From an optimization exercise on the open Yosys and OpenROAD flow, aimed at small area, a short achievable clock period and few clock cycles per item; shortcuts taken in it are not production practice.
In this exercise RTL edits were held to simulation tests only and were not proved equivalent to the original.

== v6 ==
==> flow/design.v (excerpt) <==
module env_bank (
    input  wire        clk,
    input  wire        rst,
    input  wire        cmd_valid,
    output wire        cmd_ready,
    input  wire [2:0]  cmd_op,
    input  wire [1:0]  cmd_env,
    input  wire [31:0] cmd_data,
    output reg         res_valid,
    output reg  [31:0] res_level,
    output reg         res_done
);
Size in the first run: ~17,000 cells after synthesis, roughly 3,900 flip-flops, roughly 75 I/O pins, roughly 180,000 µm² of cells after synthesis.
export LEC_CHECK = 0
export CAP_MARGIN = 20
export CORE_MARGIN = 2
export CORE_UTILIZATION = 55
export SLEW_MARGIN = 20
create_clock -name core_clock -period 20.0 [get_ports {clk}]
standard.sh (not shown) runs the stock make flow with config.mk's settings and CLKGATE_MAP_FILE= SYNTH_SCRIPT=/design/flow/synth_recipe.tcl, a recipe that flattens the netlist after the stock synthesis.
==> flow/flow/run.sh <==
#!/bin/bash
set -euo pipefail
export BUFFER_PORTS_ARGS="-buffer_cell sky130_fd_sc_hd__buf_4"
bash standard.sh > standard.log 2>&1
Testbench counts of v6, summed over its fixed seeds: cycles 20,098, items 19,200.
What v7 does differently from v6 at the input level:
- CAP_MARGIN now 50, was 20
- SLEW_MARGIN now 60, was 20
==> flow/run.sh (new file) <==
#!/bin/bash
# synth_recipe.tcl (not shown) runs the flow's synth.tcl, then flattens the netlist and writes it again
# the make line also repeats each setting of config.mk as NAME=value (left out here)
make -C /OpenROAD-flow-scripts/flow DESIGN_CONFIG=/design/flow/config.mk WORK_HOME=/design/flow/orfs CLKGATE_MAP_FILE= SYNTH_SCRIPT=/design/flow/synth_recipe.tcl finish
removed: flow/flow/run.sh
removed: flow/standard.sh
### Flow results
Compared v7 vs v6, and met3 layer usage reported by global route is up in v7. Taking v6 as the reference, in v7 utilization increased by 0.38 points relative to the old numbers, worst-case setup margin in the final layout increased by 330 ps relative to the old numbers, register share of the cell area decreased by 0.25 points relative to the old numbers. Final instance area on v7 is behind v6.

* * *

Another version of the RTL of env_bank (not shown whole).
Size in the first run: roughly 16000 cells after synthesis, about 3900 flip-flops, roughly 75 I/O pins.
Settings: LEC_CHECK=0, CAP_MARGIN=50, CORE_MARGIN=2, CORE_UTILIZATION=55, CTS_CLUSTER_DIAMETER=100, CTS_CLUSTER_SIZE=24, SLEW_MARGIN=60; clock period 20.0 ns.
run.sh (not shown) runs the stock make flow with config.mk's settings and CLKGATE_MAP_FILE= SYNTH_SCRIPT=/design/flow/synth_recipe.tcl, a recipe that flattens the netlist after the stock synthesis.
Stock flow here: none of the scripts above is used.
The first run produced a clean layout.
Testbench counts at the start, summed over its fixed seeds: cycles 20,098, items 19,200.
Change:
==> flow/flow/run.sh (new file) <==
#!/bin/bash
set -euo pipefail
export BUFFER_PORTS_ARGS="-buffer_cell sky130_fd_sc_hd__buf_4"
bash standard.sh > standard.log 2>&1
==> flow/standard.sh (new file) <==
#!/bin/bash
# synth_recipe.tcl (not shown) runs the flow's synth.tcl, then flattens the netlist and writes it again
# the make line also repeats each setting of config.mk as NAME=value (left out here)
make -C /OpenROAD-flow-scripts/flow DESIGN_CONFIG=/design/flow/config.mk WORK_HOME=/design/flow/orfs CLKGATE_MAP_FILE= SYNTH_SCRIPT=/design/flow/synth_recipe.tcl "${@:-finish}"
removed: flow/run.sh
Effect: Wire length fell by 0.47%. Count of clock-buffer cells in the layout went down by 6. Worst hold slack gets better by 8.6 ps. Global-route usage barely changes. Critical path depth does not change. Setup slack is better by 430 ps. Design area barely changes. First-iteration DRC count shrinks by 6.8%. Die area does not change.

* * *

run P:
Another version of the RTL of env_bank (not shown whole).
Size: ~3800 flip-flops, roughly 75 I/O pins.
clock: 20.0 ns
lec_check: 0
cap_margin: 50
core_margin: 2
core_utilization: 50
cts_cluster_diameter: 100
cts_cluster_size: 24
slew_margin: 60
standard.sh (not shown) runs the stock make flow with config.mk's settings and CLKGATE_MAP_FILE= SYNTH_SCRIPT=/design/flow/synth_recipe.tcl, a recipe that flattens the netlist after the stock synthesis.
==> flow/flow/run.sh <==
#!/bin/bash
set -euo pipefail
export BUFFER_PORTS_ARGS="-buffer_cell sky130_fd_sc_hd__buf_4"
bash standard.sh > standard.log 2>&1
Run P ran to completion and came out clean on the timing, design-rule and antenna checks.
Testbench counts of run P, summed over its fixed seeds: cycles 20,098, items 19,200.
Inputs modified between run P and run R:
Settings: CORE_UTILIZATION changed from 50 to 55.
### Flow results
Run R: no failed stages, no open violations at the end. For proportion of cell area occupied by registers, run R and run P come out practically identical. Starting density of the core, run R and run P, lower one = run P. Core outline area (lower): run R. Run R against run P: half-perimeter wire length after placement flat; number of buffers inserted during clock tree synthesis down about 0.5%. Comparing run R and run P, the higher design area was measured on run P. Compared with run P, run R shows a lower relative area change from synthesis to final layout. Final-layout clock buffer total down 3 in run R wrt run P.

==> what the ideal ports hide <==
Ports are ideal in the flow. The routed layouts listed here were re-timed in OpenROAD. Step 1 sets driving cells, clkbuf_16 on the clock port and buf_2 on the other inputs (assumed; they add their load-dependent delay and slew). Step 2 adds t to the input delays and takes it off the output delays; t is the mean of the earliest and latest rising clock arrival at the registers after step 1. Input paths then give back, and output paths get back, about the clock's delay inside the block. Slacks: no drivers / after step 1 / after step 2; pairs: no drivers / after step 1.
run | t (ns) | setup slack, ns | worst setup path after step 2
v6 | 1.022 | 13.793 / 13.793 / 13.793 | register to register
v7 | 1.028 | 14.120 / 14.022 / 14.460 | register to register
the first run of note 2 | 1.018 | 14.122 / 14.021 / 14.737 | register to register
the second run of note 2 | 1.029 | 14.554 / 14.454 / 14.658 | register to register
run P | 1.003 | 14.499 / 14.401 / 14.786 | register to register
run R | 0.998 | 14.597 / 14.499 / 14.838 | register to register
After both steps every run listed still meets setup and hold.
